Source: an optimization exercise on an open RTL-to-GDS flow (aim: small area, a short achievable clock period and few clock cycles). Production flows keep margins and buffers that such runs may drop.
In this exercise RTL edits were held to simulation tests only and were not proved equivalent to the original.
Power is estimated from default activity; no workload was simulated.

<file path="design.v">
module trb_render (
    input  wire        clk,
    input  wire        rst,           
    input  wire        start,         
    input  wire [31:0] xscroll,       
    input  wire [31:0] yscroll,       
    input  wire        transp,        
    input  wire        sheet_valid,
    input  wire [31:0] sheet_dim,     
    output wire        busy,
    output reg         done,
    output wire        err,
    output wire [3:0]  errcode,
    output reg         tile_rd,
    output wire [11:0] tile_addr,
    input  wire [33:0] tile_rdata,    
    output reg         idx_rd,
    output reg  [11:0] idx_addr,
    input  wire [1:0]  idx_rdata,
    output reg         fb_we,
    output reg  [9:0]  fb_addr,
    output reg  [7:0]  fb_wdata
);
    reg busy_r, chk, first;
    assign busy = busy_r;
    wire accept = start & ~busy_r;
    reg [9:0] sw;
    reg       tr;
    reg [2:0] ysl;
    reg       err_r, ec1_r, ec0_r;
    assign err     = err_r;
    assign errcode = {1'b0, err_r, ec1_r, ec0_r};
    reg       vG, rsG;
    reg [5:0] px;
    reg [2:0] x, y;
    reg [5:0] tx, ty;
    reg [1:0] band;
    reg       nt0, nt1, nt2, nt3;    
    assign tile_addr = {ty, tx};
    reg       v1, rs1, yw1;
    reg [2:0] x1;
    reg       vI;
    reg [2:0] xI;
    reg       vD, lastW;
    reg [1:0]  dbits;
    reg [11:0] yA, yB;        
    reg [31:0] color;
    wire       eol     = (px == 6'd39);
    wire       xw      = (x == 3'd7);
    wire       yw      = (y == 3'd7);
    wire [2:0] y1      = y + 3'd1;
    wire       next_nt = eol | xw;
    wire       advG    = vG & ~(next_nt & (nt0 | nt1));
    wire       pywrap  = (band == 2'd2) & (y1 == ysl);
    wire [5:0] tx_d = eol ? (xw ? 6'd60 : 6'd59) : {5'd0, xw};
    wire [5:0] ty_d = chk ? {5'd0, ysl != 3'd0} :
                      pywrap ? 6'd61 : {5'd0, yw};
    wire [5:0] ty_n = ty + ty_d;
    reg [9:0] fb_init, fb_lastm1;
    always @(*) begin
        case (yscroll[2:0])
            3'd0: fb_init = 10'd1023;
            3'd1: fb_init = 10'd279;
            3'd2: fb_init = 10'd239;
            3'd3: fb_init = 10'd199;
            3'd4: fb_init = 10'd159;
            3'd5: fb_init = 10'd119;
            3'd6: fb_init = 10'd79;
            default: fb_init = 10'd39;
        endcase
        case (ysl)
            3'd0: fb_lastm1 = 10'd958;
            3'd1: fb_lastm1 = 10'd278;
            3'd2: fb_lastm1 = 10'd238;
            3'd3: fb_lastm1 = 10'd198;
            3'd4: fb_lastm1 = 10'd158;
            3'd5: fb_lastm1 = 10'd118;
            3'd6: fb_lastm1 = 10'd78;
            default: fb_lastm1 = 10'd38;
        endcase
    end
    wire lastD = vD & (fb_addr == fb_lastm1);
    reg [7:0] subc;
    always @(*) begin
        case (idx_rdata)
            2'd0: subc = color[7:0];
            2'd1: subc = color[15:8];
            2'd2: subc = color[23:16];
            default: subc = color[31:24];
        endcase
    end
    wire [2:0]  sx   = dbits[0] ? ~xI : xI;
    wire [11:0] base = dbits[1] ? yB : yA;
    wire [11:0] sub_in  = chk ? {sw, 2'b00} << 1 : yB;
    wire [11:0] sub_out = sub_in - {2'b00, sw};
    always @(posedge clk) begin
        if (~busy_r) begin
            sw    <= sheet_dim[9:0];
            tr    <= transp;
            ysl   <= yscroll[2:0];
            err_r <= ~sheet_valid | (sheet_dim[15:3] == 13'd0) | (sheet_dim[31:19] == 13'd0);
            ec1_r <= sheet_valid & ((sheet_dim[15:3] == 13'd0) | (sheet_dim[31:19] == 13'd0));
            ec0_r <= ~sheet_valid;
            x     <= xscroll[2:0];
            tx    <= xscroll[8:3];
            ty    <= yscroll[8:3];
            y     <= 3'd0;
            band  <= 2'd0;
            px    <= 6'd0;
            rsG   <= 1'b1;
            fb_addr <= fb_init;
        end else begin
            if (chk) ty <= ty_n;
            if (advG) begin
                rsG <= eol;
                x   <= x + 3'd1;
                tx  <= tx + tx_d;
                if (eol) begin
                    px <= 6'd0;
                    y  <= y1;
                    ty <= ty_n;
                    if (yw) band <= band + 2'd1;
                end else begin
                    px <= px + 6'd1;
                end
            end
            if (vD) fb_addr <= (fb_addr == 10'd959) ? 10'd0 : fb_addr + 10'd1;
        end
        x1  <= x;  rs1 <= rsG;  yw1 <= (y == 3'd0);
        xI  <= x1;
        nt2 <= nt1; nt3 <= nt2;
        if (nt1) dbits <= tile_rdata[33:32];
        if (nt3) color <= tile_rdata[31:0];
        if (chk) yB <= sub_out;
        else if (v1 & rs1) begin
            if (yw1) begin
                yA <= 12'd0;
                if (~first) yB <= yA;
            end else begin
                yA <= yA + {2'b00, sw};
                yB <= sub_out;
            end
        end
        idx_addr <= base + {9'd0, sx};
        fb_wdata <= subc;
    end
    always @(posedge clk) begin
        if (rst) begin
            busy_r <= 1'b0; chk <= 1'b0; first <= 1'b0; done <= 1'b0;
            vG <= 1'b0; v1 <= 1'b0; vI <= 1'b0; vD <= 1'b0; lastW <= 1'b0;
            nt0 <= 1'b0; nt1 <= 1'b0;
            tile_rd <= 1'b0; idx_rd <= 1'b0; fb_we <= 1'b0;
        end else begin
            chk   <= accept;
            lastW <= lastD;
            done  <= (chk & err_r) | lastW;
            if (accept) busy_r <= 1'b1;
            else if ((chk & err_r) | lastW) busy_r <= 1'b0;
            if (accept) first <= 1'b1;
            else if (v1 & rs1) first <= 1'b0;
            fb_we <= vD & ~(tr & (subc == 8'hFF));
            if (lastD) begin
                vG <= 1'b0; v1 <= 1'b0; vI <= 1'b0; idx_rd <= 1'b0; vD <= 1'b0;
                nt0 <= 1'b0; nt1 <= 1'b0; tile_rd <= 1'b0;
            end else begin
                if (chk) vG <= ~err_r;
                nt0 <= (chk & ~err_r) | (advG & next_nt);
                nt1 <= nt0;
                tile_rd <= (chk & ~err_r) | (advG & next_nt) | nt1;
                v1 <= advG;
                vI <= v1;
                idx_rd <= vI;
                vD <= idx_rd;
            end
        end
    end
endmodule
</file>
<file path="run.sh">
#!/bin/bash
# synth_recipe.tcl (not shown) runs the flow's synth.tcl, then flattens the netlist and writes it again
# the make line also repeats each setting of config.mk as NAME=value (left out here)
make -C /OpenROAD-flow-scripts/flow DESIGN_CONFIG=/design/flow/config.mk WORK_HOME=/design/flow/orfs CLKGATE_MAP_FILE= SYNTH_SCRIPT=/design/flow/synth_recipe.tcl finish
</file>
<file path="config.mk">
export PLATFORM = sky130hd
export DESIGN_NAME = trb_render
export DESIGN_NICKNAME = trb_render
export VERILOG_FILES = /design/flow/design.v
export SDC_FILE = /design/flow/constraint.sdc
export NUM_CORES = 4
export LEC_CHECK = 0
export CAP_MARGIN = 20
export CORE_MARGIN = 2
export CORE_UTILIZATION = 40
export SLEW_MARGIN = 20
</file>
<file path="constraint.sdc">
create_clock -name core_clock -period 10.0 [get_ports {clk}]
set_input_delay 2.0000 -clock core_clock [delete_from_list [all_inputs] [get_ports {clk}]]
set_output_delay 2.0000 -clock core_clock [all_outputs]
set_load 0.01 [all_outputs]
</file>
==> results of run 1 <==
==> cell type report <==
| class | instances | share of cell area, % |
|---|---|---|
| timing repair buffer | 143 | 14.3 |
| multi-input combinational | 472 | 34.5 |
| inverter | 29 | 1.09 |
| clock inverter | 14 | 1.60 |
| tap | 260 | 3.27 |
| sequential | 156 | 40.9 |
| clock buffer | 18 | 4.42 |
==> worst paths after layout <==
check | cells after the start | endpoint | from | slack, ns
setup / recovery | 2 | busy | busy_r | 6.24
hold / removal | 0 | xI[2] | x1[2] | 0.33
setup reg to reg | 11 | yB[10] | chk | 6.93
hold reg to reg | 0 | xI[2] | x1[2] | 0.33
==> layer usage <==
layer | wire, um | GRT usage [%] | vias up
met3 | 620 | 4.39 | 23
met1 | 7490 | 22.0 | 2679
met5 | 0 | 0 | -
met2 | 9020 | 31.2 | 115
met4 | 214 | 4.85 | 0
li1 | - | - | 2771
==> flip-flops by register name (all words and copies together), names as in the netlist, 3 cells and up <==
register and count:
color 32, fb_addr 10, fb_wdata 8, idx_addr 12, px 6, sw 10
tx 6, ty 6, x 3, x1 3, xI 3, y 3
yA 12, yB 12, ysl 3
==> synthesized netlist by cell type (2+ instances only) <==
cell,number
edfxtp_1,94
dfxtp_1,62
nor2_1,55
ha_1,46
a21oi_1,45
nand2_1,45
o21ai_0,30
inv_1,28
xnor2_1,25
xor2_1,25
nand3_1,18
nor3_1,18
mux2_2,17
o21a_1,15
nor2b_1,14
clkbuf_1,10
mux2i_1,10
a21o_1,9
mux4_2,8
nand4_1,8
and2_1,7
a211oi_1,6
buf_2,6
nor4_1,6
o31ai_1,5
buf_1,4
buf_4,4
fa_1,4
nand2b_1,4
o22ai_1,4
o31a_1,4
and3_1,3
nor3b_1,3
o21bai_1,3
or3_1,3
a211o_1,2
a32oi_1,2
and4_1,2
nand3b_1,2
o211ai_1,2
o311ai_0,2
==> critical path, cell delays in order (launching register included) <==
cell and delay [ns]:
dfxtp_1 0.31, buf_4 0.39, clkdlybuf4s50_1 0.63
==> power breakdown <==
group | switching (mW) | internal [mW]
clock network | 0.271 | 0.381
logic | 0.135 | 0.152
registers | 0.0371 | 0.732
==> cell usage in the layout (no fill, tap or decap), drive strengths merged, types with 3 or more instances in the layout <==
master / count
clkinv: 6
edfxtp: 94
clkdlybuf4s50: 138
nor3: 18
o31ai: 5
xnor2: 25
o22ai: 4
or3: 3
a211oi: 6
and2: 8
ha: 46
a21o: 9
nor3b: 3
buf: 5
nand4: 8
dfxtp: 62
nand2: 45
mux2: 17
nand2b: 4
mux2i: 10
xor2: 25
o21ai: 31
o21a: 15
o31a: 4
nor2: 56
fa: 4
mux4: 8
nor4: 6
inv: 35
and3: 3
clkbuf: 18
nand3: 18
o21bai: 3
a21oi: 45
nor2b: 14
==> per-stage QoR <==
stage | cells | worst slack (ns)
finish | 1092 | 6.24
global route | 1092 | 6.14
CTS | 1092 | 6.19
detailed placement | 1060 | 6.05
global placement | 1060 | 6.04
floorplan | 681 | 6.88
==> cell families after synthesis <==
kind of cell	after synthesis	synth area share (%)
buf+inv	53	2.87
xor+xnor	50	5.68
flops	156	52.7
compound gates	140	11.7
simple gates	196	12.4
mux	35	6.12
other cells	1	0.0486
fa+ha+maj	50	8.50
==> out/results.tsv, run 1 <==
metric	value	unit
Max-slew headroom	41.9	%
Hold Path Class	reg -> reg	
total gr overflow	0	
area post-placement	9340	um2
total wire length	17.3	mm
top cell type by total area after synthesis	edfxtp_1	
Worst Path Arrival	1.76	ns
Synth Register Bits	156	
number of global-route vias before repair	5541	
Synth top area share	36.6	%
number of synthesized flops with an enable pin	94	
initial antenna violation count	0	
GRT Util Overall	17.8	%
area of the multi-input gates	3430	um2
Max rail drop VDD	0.109	mV
buffers added on ports	138	
Synth Warn #	1	
cts hold-fix bufs	0	
Die Height	143	um
register area	4060	um2
# diodes	0	
CTS tree	built	
initial DRC count	246	
maximum clock frequency	266	MHz
skew final	0.00944	ns
DIE WIDTH	143	um
Synthesized Nets	868	
largest cells by area after synthesis	edfxtp_1 (37%), dfxtp_1 (16%), ha_1 (7.5%), a21oi_1 (2.9%), xnor2_1 (2.8%)	
power density over cell area	172	nW/um2
drt drc	0	
first-pass GRT wire length	28.2	mm
share of cells above drive strength 1	8.41	%
status	finished clean	
Initial Util	41.0	%
final period utilization	37.6	%
fin area	9950	um2
Max Root-Sink Buffers	2	
root buf cell	clkbuf_16	
CP Launch Type	flip-flop	
RSZ-0062 raised after global routing	no	
vias post-DR	5588	
worst slew pin tran	0.872	ns
smallest hold slack	0.334	ns
final worst path period need	3.76	ns
max_cap viols	0	
Fill cells	1648	
setup bufs post-CTS	0	
routed wire length per instance	15.9	um
max-slew violation count	0	
Tot Pwr	1.71	mW
fin nets	1006	
Detailed Routing Iterations Pass 1	4	
worst path required time	8.00	ns
setup TNS	0	ns
Syn Area/Cell	11.3	um2
sequential area share after synthesis	52.7	%
Inserted Clock Buffers	17	
Fin. Hold Viols	0	
core area	18800	um2
hpwl dp	13.0	mm
Antenna Nets Post-Route	0	
largest net degree at the start of global routing	41	
Clock Sinks	156	
crit end category	output pin	
worst skew pair latency	0.42	ns
CTS H-tree depth	4	
mapped cell area	7710	um2
Post-CTS Resized	0	
Setup Viol. Count Final	0	
RePlAce Congestion	0.841	
Max FO, Critical Path	40	
Die Area	20400	um2
I/O pins	189	
Core Rows	50	
WS Path Type	reg -> out	
Post-synth ARST share	0	%
Vias per Instance	5.12	
ys flop type	edfxtp_1	
Netlist cell types	62	
fin util	52.8	%
clk slew on worst S/H paths	0.06	ns
Area Growth Syn to Fin	29.0	%
Static Leak	3.76	nW
Post-Synthesis Cells	681	
Testbench counts, summed over its fixed seeds: cycles 63,016.
==> run 2, diff against run 1 <==
--- a/design.v
+++ b/design.v
@@ -22,7 +22,7 @@
     output reg  [7:0]  fb_wdata
 );
-    reg busy_r, chk, first;
+    reg busy_r, idle_r, chk, first;
     assign busy = busy_r;
-    wire accept = start & ~busy_r;
+    wire accept = start & idle_r;
     reg [9:0] sw;
     reg       tr;
@@ -95,5 +95,5 @@
     wire [11:0] sub_out = sub_in - {2'b00, sw};
     always @(posedge clk) begin
-        if (~busy_r) begin
+        if (idle_r) begin
             sw    <= sheet_dim[9:0];
             tr    <= transp;
@@ -147,5 +147,5 @@
     always @(posedge clk) begin
         if (rst) begin
-            busy_r <= 1'b0; chk <= 1'b0; first <= 1'b0; done <= 1'b0;
+            busy_r <= 1'b0; idle_r <= 1'b1; chk <= 1'b0; first <= 1'b0; done <= 1'b0;
             vG <= 1'b0; v1 <= 1'b0; vI <= 1'b0; vD <= 1'b0; lastW <= 1'b0;
             nt0 <= 1'b0; nt1 <= 1'b0;
@@ -155,6 +155,9 @@
             lastW <= lastD;
             done  <= (chk & err_r) | lastW;
-            if (accept) busy_r <= 1'b1;
-            else if ((chk & err_r) | lastW) busy_r <= 1'b0;
+            if (accept) begin
+                busy_r <= 1'b1; idle_r <= 1'b0;
+            end else if ((chk & err_r) | lastW) begin
+                busy_r <= 1'b0; idle_r <= 1'b1;
+            end
             if (accept) first <= 1'b1;
             else if (v1 & rs1) first <= 1'b0;
==> flow/run.sh (new file) <==
#!/bin/bash
set -euo pipefail
export BUFFER_PORTS_ARGS="-buffer_cell sky130_fd_sc_hd__buf_1"
bash standard.sh > standard.log 2>&1
==> standard.sh (new file) <==
#!/bin/bash
# synth_recipe.tcl (not shown) runs the flow's synth.tcl, then flattens the netlist and writes it again
# the make line also repeats each setting of config.mk as NAME=value (left out here)
make -C /OpenROAD-flow-scripts/flow DESIGN_CONFIG=/design/flow/config.mk WORK_HOME=/design/flow/orfs CLKGATE_MAP_FILE= SYNTH_SCRIPT=/design/flow/synth_recipe.tcl "${@:-finish}"
--- a/config.mk
+++ b/config.mk
@@ -9,3 +9,4 @@
 export CORE_MARGIN = 2
 export CORE_UTILIZATION = 40
+export CTS_BUF_LIST = sky130_fd_sc_hd__clkbuf_4 sky130_fd_sc_hd__clkbuf_8
 export SLEW_MARGIN = 20
removed: run.sh
==> run 2 against run 1 <==
Effect of this change: global-route usage fell by 1.5 points; area after synthesis rose by 1.5%; sequential share of layout area rose by 4.7 points; highest routed layer unchanged; non-clock buffer count fell by 1; largest cell class unchanged; critical endpoint is now fb_addr[6]; clock skew rose by 0.0018 ns; sequential power barely moved; combinational power fell by 17%; count of clock-buffer cells in the layout did not move; worst hold slack got worse by 0.0026 ns; maximum frequency rose by 18%.
==> out/results.tsv, run 2 <==
metric	value	unit	change
routed wire length per instance	14.8	um	-7.0%
fin nets	1005		-0.099%
Hold Path Class	reg -> reg		
worst skew pair latency	0.45	ns	+0.03 ns
worst slew pin tran	0.901	ns	+0.0294 ns
number of synthesized flops with an enable pin	94		unchanged
Fill cells	1872		+14%
Area Growth Syn to Fin	14.5	%	
CTS tree	built		
Netlist cell types	68		+9.7%
Synth Warn #	1		unchanged
max-slew violation count	0		unchanged
CTS H-tree depth	4		unchanged
skew final	0.0112	ns	+0.00175 ns
Initial Util	40.5	%	-0.45 points
sequential area share after synthesis	52.1	%	-0.54 points
RePlAce Congestion	0.849		+0.92%
final period utilization	31.9	%	-5.8 points
Max-slew headroom	39.7	%	-2.2 points
initial DRC count	276		+12%
vias post-DR	5461		-2.3%
Die Height	144	um	+0.75%
Syn Area/Cell	11.5	um2	+1.7%
Post-CTS Resized	0		unchanged
clk slew on worst S/H paths	0.09	ns	+0.03 ns
Largest Register	color		
buffers added on ports	138		unchanged
most frequent cells in the layout	buf_1 (138), edfxtp_1 (94), dfxtp_1 (62)		
largest net degree at the start of global routing	51		+24%
Max rail drop VDD	0.0922	mV	-15%
area of the multi-input gates	3490	um2	+1.7%
register area	4090	um2	+0.52%
cts hold-fix bufs	0		unchanged
Synth Register Bits	157		+0.64%
Inserted Clock Buffers	17		unchanged
Post-Synthesis Cells	680		-0.15%
drt drc	0		unchanged
most common cell in the netlist	edfxtp_1		
slowest cell delay on critical path	0.54	ns	-0.09 ns
most common cell after layout, fill and taps aside	buf_1		
largest cells by area after synthesis	edfxtp_1 (36%), dfxtp_1 (16%), ha_1 (7.3%), xor2_1 (3.5%), nor2_1 (2.3%)		
Largest register FFs	32		unchanged
total wire length	16.2	mm	-6.7%
root buf cell	clkbuf_8		
GRT Util Overall	16.3	%	-1.5 points
hpwl dp	11.8	mm	-8.8%
power density over cell area	165	nW/um2	-4.1%
share of cells above drive strength 1	7.58	%	-0.83 points
RSZ-0062 raised after global routing	no		
Setup Viol. Count Final	0		unchanged
worst-path cell chain	buf_1		
initial antenna violation count	0		unchanged
max_cap viols	0		unchanged
Synthesized Nets	867		-0.12%
maximum clock frequency	314	MHz	+18%
ys flop type	edfxtp_1		
worst path required time	8.00	ns	about the same
CP Launch Type	flip-flop		
Clock Sinks	157		+0.64%
Worst Path Arrival	1.19	ns	-0.57 ns
status	finished clean		
Detailed Routing Iterations Pass 1	6		+2
core area	19300	um2	+2.7%
number of global-route vias before repair	5133		-7.4%
Fin. Hold Viols	0		unchanged
slowest library cell on the worst path	edfxtp_1		
final worst path period need	3.19	ns	-0.576 ns
mapped cell area	7830	um2	+1.5%
Max Root-Sink Buffers	2		unchanged
Vias per Instance	4.98		-2.6%
Max FO, Critical Path	9		-78%
DIE WIDTH	144	um	+0.75%
Antenna Nets Post-Route	0		unchanged
total gr overflow	0		unchanged
synth cell count leaders	edfxtp_1 (94), dfxtp_1 (63), nor2_1 (49)		
Core Rows	51		+2.0%
Static Leak	3.36	nW	-11%
crit end category	output pin		
Die Area	20700	um2	+1.5%
top cell type by total area after synthesis	edfxtp_1		
smallest hold slack	0.331	ns	-0.00260 ns
critical path's top delay family	flip-flops		
# diodes	0		unchanged
I/O pins	189		unchanged
Buf/Inv on CP	1		-1
WS Path Type	reg -> out		
setup TNS	0	ns	unchanged
first-pass GRT wire length	26.0	mm	-7.8%
setup bufs post-CTS	0		unchanged
Post-synth ARST share	0	%	unchanged
Synth top area share	36.0	%	-0.56 points
==> run 2: path summary, 6_finish.rpt <==
check,from,to,slack (ns),cells past startpoint
min,x1[1],xI[1],0.33,0
max reg2reg,y[0],ty[5],6.97,11
min reg2reg,x1[1],xI[1],0.33,0
max,fb_addr[6],fb_addr[6],6.81,1
==> run 2: cells by family (layout without fill, tap and decap cells) <==
| group | after synthesis | in the layout | share of synthesized area, % |
|---|---|---|---|
| and+or+nand+nor | 190 | 190 | 12.7 |
| DFF | 157 | 157 | 52.1 |
| AOI/OAI and AO/OA | 132 | 132 | 10.6 |
| buffers and inverters | 57 | 208 | 3.32 |
| xor gates and xnor gates | 52 | 52 | 6.01 |
| adders and majority gates | 50 | 50 | 8.37 |
| muxes | 41 | 41 | 6.81 |
| other | 1 | 1 | 0.0479 |
==> run 2: cell type report <==
cell class / count / share of cell area, %
clock buffers: 18 / 2.76
clock inverters: 14 / 1.55
inverters: 34 / 1.42
multi-input cells: 466 / 38.9
flip-flops and latches: 157 / 45.5
well taps: 265 / 3.70
repair buffers: 142 / 6.11
==> run 2: metrics by stage <==
| step | setup WS, ns | util (%) | instances | power (mW) | instance area [um2] |
|---|---|---|---|---|---|
| finish | 6.81 | 46.4 | 1096 | 1.48 | 8970 |
| floorplan | 6.88 | - | 680 | 0.951 | 7830 |
| global placement | 6.26 | 44.4 | 1064 | 1.02 | 8580 |
| global route | 6.68 | 46.4 | 1096 | 1.55 | 8970 |
| CTS | 6.78 | 46.4 | 1096 | 1.49 | 8970 |
| detailed placement | 6.29 | 44.4 | 1064 | 1.02 | 8580 |
==> run 2: where the power goes <==
part / switching, mW / internal, mW
registers: 0.0350 / 0.735
clock network: 0.241 / 0.228
logic: 0.136 / 0.101
==> run 2: metal layers <==
metal	part of all wire [%]	wire (um)	vias to the layer above	global-route usage [%]
met5	0	0	-	0
li1	-	-	2758	-
met3	3.9	634	22	3.90
met4	1.8	296	0	5.88
met1	46	7430	2584	21.1
met2	48	7830	97	26.8
Testbench counts of run 2, summed over its fixed seeds: cycles 63,016.
==> run 3, diff against run 2 <==
--- a/config.mk
+++ b/config.mk
@@ -9,4 +9,3 @@
 export CORE_MARGIN = 2
 export CORE_UTILIZATION = 40
-export CTS_BUF_LIST = sky130_fd_sc_hd__clkbuf_4 sky130_fd_sc_hd__clkbuf_8
 export SLEW_MARGIN = 20
==> run 3 against run 2 <==
Effect of this change: final area grew 2.0%; flip-flop and latch count did not move; core utilization is 0.94 points higher; combinational power barely moved; synthesized cell count unchanged; critical path type is now in -> reg; largest cell class unchanged.
==> out/results.tsv, run 3 <==
metric	value	unit	change
met2 wire length	7.94	mm	+1.4%
Min-Delay Endpoint	xI[1]		
buffers added on ports	138		unchanged
top cell type by total area after synthesis	edfxtp_1		
worst-path cell chain	buf_1 > mux4_2 > nand4_1 > nor3_1 > nor3b_1		
Max FO, Critical Path	8		-1
drt drc	0		unchanged
Reg power frac	47.6	%	-4.6 points
cell-internal power	1.19	mW	+12%
RePlAce Congestion	0.849		unchanged
Detailed Routing Iterations Pass 1	5		-1
CTS H-tree depth	4		unchanged
metal3 WL	620	um	-2.2%
Largest register FFs	32		unchanged
Max-slew headroom	40.7	%	+0.99 points
Setup Viol. Count Final	0		unchanged
share of cells above drive strength 1	7.58	%	unchanged
Netlist cell types	68		unchanged
core area	19300	um2	unchanged
most common cell in the netlist	edfxtp_1		
initial antenna violation count	0		unchanged
Psw	0.431	mW	+4.6%
Worst R2R Start	y[0]		
sequential area share after synthesis	52.1	%	unchanged
Antenna Nets Post-Route	0		unchanged
largest net degree at the start of global routing	51		unchanged
hpwl dp	11.8	mm	unchanged
I/O pins	189		unchanged
power density over cell area	177	nW/um2	+7.7%
total gr overflow	0		unchanged
GRT Util Overall	16.4	%	+0.077 points
Die Area	20700	um2	unchanged
fin nets	1005		unchanged
Core Rows	51		unchanged
r2r endpoint	ty[5]		
total wire length	16.3	mm	+0.69%
final worst path period need	3.19	ns	+0.00432 ns
initial DRC count	255		-7.6%
Max Root-Sink Buffers	2		unchanged
Die Height	144	um	unchanged
most frequent cells in the layout	buf_1 (138), edfxtp_1 (94), dfxtp_1 (62)		
Worst Path Arrival	3.53	ns	+2.34 ns
cts hold-fix bufs	0		unchanged
Syn Area/Cell	11.5	um2	unchanged
root buf cell	clkbuf_16		
RSZ-0062 raised after global routing	no		
sw frac	26.6	%	-1.3 points
first-pass GRT wire length	26.0	mm	+0.24%
Buf/Inv on CP	1		unchanged
most common cell after layout, fill and taps aside	buf_1		
# diodes	0		unchanged
Area Growth Syn to Fin	16.8	%	
final period utilization	31.9	%	+0.043 points
worst hold start	x1[1]		
crit end category	flip-flop		
mapped cell area	7830	um2	unchanged
worst slew pin tran	0.886	ns	-0.0147 ns
uppermost layer routed	met4		
Fin. Hold Viols	0		unchanged
Combinational Power Share	14.6	%	-1.4 points
clk slew on worst S/H paths	0.06	ns	-0.03 ns
Register-to-Register Path Depth	11		unchanged
Reg2Reg Setup Slack	6.97	ns	about the same
Static Leak	3.44	nW	+2.5%
Synth top area share	36.0	%	unchanged
number of synthesized flops with an enable pin	94		unchanged
routed wire length per instance	14.9	um	+0.69%
met1 WL	7.48	mm	+0.75%
Worst Hold Path Cells	0		unchanged
max-slew violation count	0		unchanged
slowest library cell on the worst path	mux4_2		
vias post-DR	5460		-0.018%
WS Path Type	in -> reg		
synth cell count leaders	edfxtp_1 (94), dfxtp_1 (63), nor2_1 (49)		
Max rail drop VDD	0.116	mV	+26%
Initial Util	40.5	%	unchanged
Hold Path Class	reg -> reg		
worst path required time	10.34	ns	+2.34 ns
fin area	9150	um2	+2.0%
setup bufs post-CTS	0		unchanged
slowest cell delay on critical path	0.61	ns	+0.07 ns
CP Launch Type	primary input		
Clock Sinks	157		unchanged
Inserted Clock Buffers	17		unchanged
Vias per Instance	4.98		about the same
CTS tree	built		
area post-placement	8580	um2	unchanged
max_cap viols	0		unchanged
Fill cells	1834		-2.0%
Post-synth ARST share	0	%	unchanged
Synth Warn #	1		unchanged
critical path's top delay family	multiplexers		
largest cells by area after synthesis	edfxtp_1 (36%), dfxtp_1 (16%), ha_1 (7.3%), xor2_1 (3.5%), nor2_1 (2.3%)		
worst skew pair latency	0.42	ns	-0.03 ns
number of global-route vias before repair	5141		+0.16%
Synth Register Bits	157		unchanged
skew final	0.00946	ns	-0.00173 ns
DIE WIDTH	144	um	unchanged
Post-Synthesis Cells	680		unchanged
maximum clock frequency	313	MHz	-0.14%
setup TNS	0	ns	unchanged
ys flop type	edfxtp_1		
Clock Power Share	37.8	%	+6.0 points
Post-CTS Resized	0		unchanged
Synthesized Nets	867		unchanged
status	finished clean		
Largest Register	color		
[run 3: cell counts after synthesis]
No cell type changed its count.
[run 3: how the worst max path moves through the flow]
stage | startpoint | slack, ns | to | cells past startpoint
6_report | idx_rdata[0] | 6.81 | fb_we | 5
3_3_place_gp | idx_rdata[0] | 6.26 | fb_we | 5
5_1_grt | idx_rdata[0] | 6.63 | fb_we | 5
3_5_place_dp | idx_rdata[0] | 6.29 | fb_we | 5
2_1_floorplan | idx_rdata[0] | 6.88 | fb_we | 5
4_1_cts | idx_rdata[0] | 6.73 | fb_we | 5
[run 3: layer usage]
metal,vias to the layer above,GRT usage (%)
met5,-,0
met4,0,5.78
met3,17,3.80
met2,100,27.1
met1,2585,21.1
li1,2758,-
[run 3: area by class of cell]
class                      instances  area, um2  share of cell area [%]
sequential                       157       4090                    44.6
multi-input combinational        466       3490                    38.1
timing repair buffer             142        548                    5.99
clock buffer                      20        489                    5.35
tap                              265        332                    3.62
inverter                          34        128                    1.39
clock inverter                    12       78.8                   0.861
[run 3: worst register-to-register path, stage by stage (launching register included)]
cell	delay, ns
dfxtp_1	0.37
ha_1	0.22
ha_1	0.32
xor2_2	0.21
nor4_4	0.10
nand2b_1	0.17
ha_1	0.21
and2_1	0.18
or4_1	0.39
mux2_1	0.32
or3_1	0.31
a31oi_1	0.17
[run 3: per-stage QoR]
stage | setup WS, ns | total power, mW | utilization (%) | instances | hold slack [ns]
floorplan | 6.88 | 0.951 | - | 680 | 0.310
global placement | 6.26 | 1.02 | 44.4 | 1064 | 0.312
detailed placement | 6.29 | 1.02 | 44.4 | 1064 | 0.312
CTS | 6.73 | 1.64 | 47.3 | 1096 | 0.327
global route | 6.63 | 1.70 | 47.3 | 1096 | 0.335
finish | 6.81 | 1.62 | 47.3 | 1096 | 0.326
[run 3: cells by family after synthesis]
| family | share of synthesized area (%) |
|---|---|
| adder cells (fa/ha/maj) | 8.37 |
| other | 0.0479 |
| multiplexers | 6.81 |
| buffers and inverters | 3.32 |
| AND/OR/NAND/NOR | 12.7 |
| XOR/XNOR | 6.01 |
| AO/OA/AOI/OAI | 10.6 |
| flip-flops | 52.1 |
[run 3: power groups by stage]
stage	clock network, mW	logic [mW]	registers [mW]
after floorplan	0	0.164	0.787
after global placement	0	0.235	0.786
after detailed placement	0	0.237	0.786
after CTS	0.629	0.240	0.772
after global routing	0.653	0.268	0.778
final	0.613	0.237	0.772

## separate check: timing with driven ports
The results above use ideal ports. As a check the final layouts listed here were re-extracted and re-timed, cells and wires unchanged.
Step 1, drivers: a clkbuf_16 drives clk and a buf_2 each remaining input, both assumed.
Step 2 moves the port delays by t, midway between the first and last clock arrival at a register: inputs arrive t later, outputs are due t later. That takes back most of the time a late clock gives input paths.
a / b / c = no drivers / after step 1 / after step 2; a / b = the first two.
| run | t (ns) | slack for setup (ns) | latest minus earliest clock arrival (ns) | pins driven straight from the clock port |
|---|---|---|---|---|
| run 1 | 0.464 | 6.237 / 6.193 / 6.086 | 0.010 / 0.010 | 1 |
| run 2 | 0.486 | 6.813 / 6.774 / 6.392 | 0.015 / 0.015 | 1 |
| run 3 | 0.462 | 6.809 / 6.812 / 6.366 | 0.010 / 0.011 | 1 |
After both steps every run listed still meets setup and hold. For run 3, which loses most, drivers alone change the setup slack by +0.003 ns; drivers and shift together by -0.443 ns.
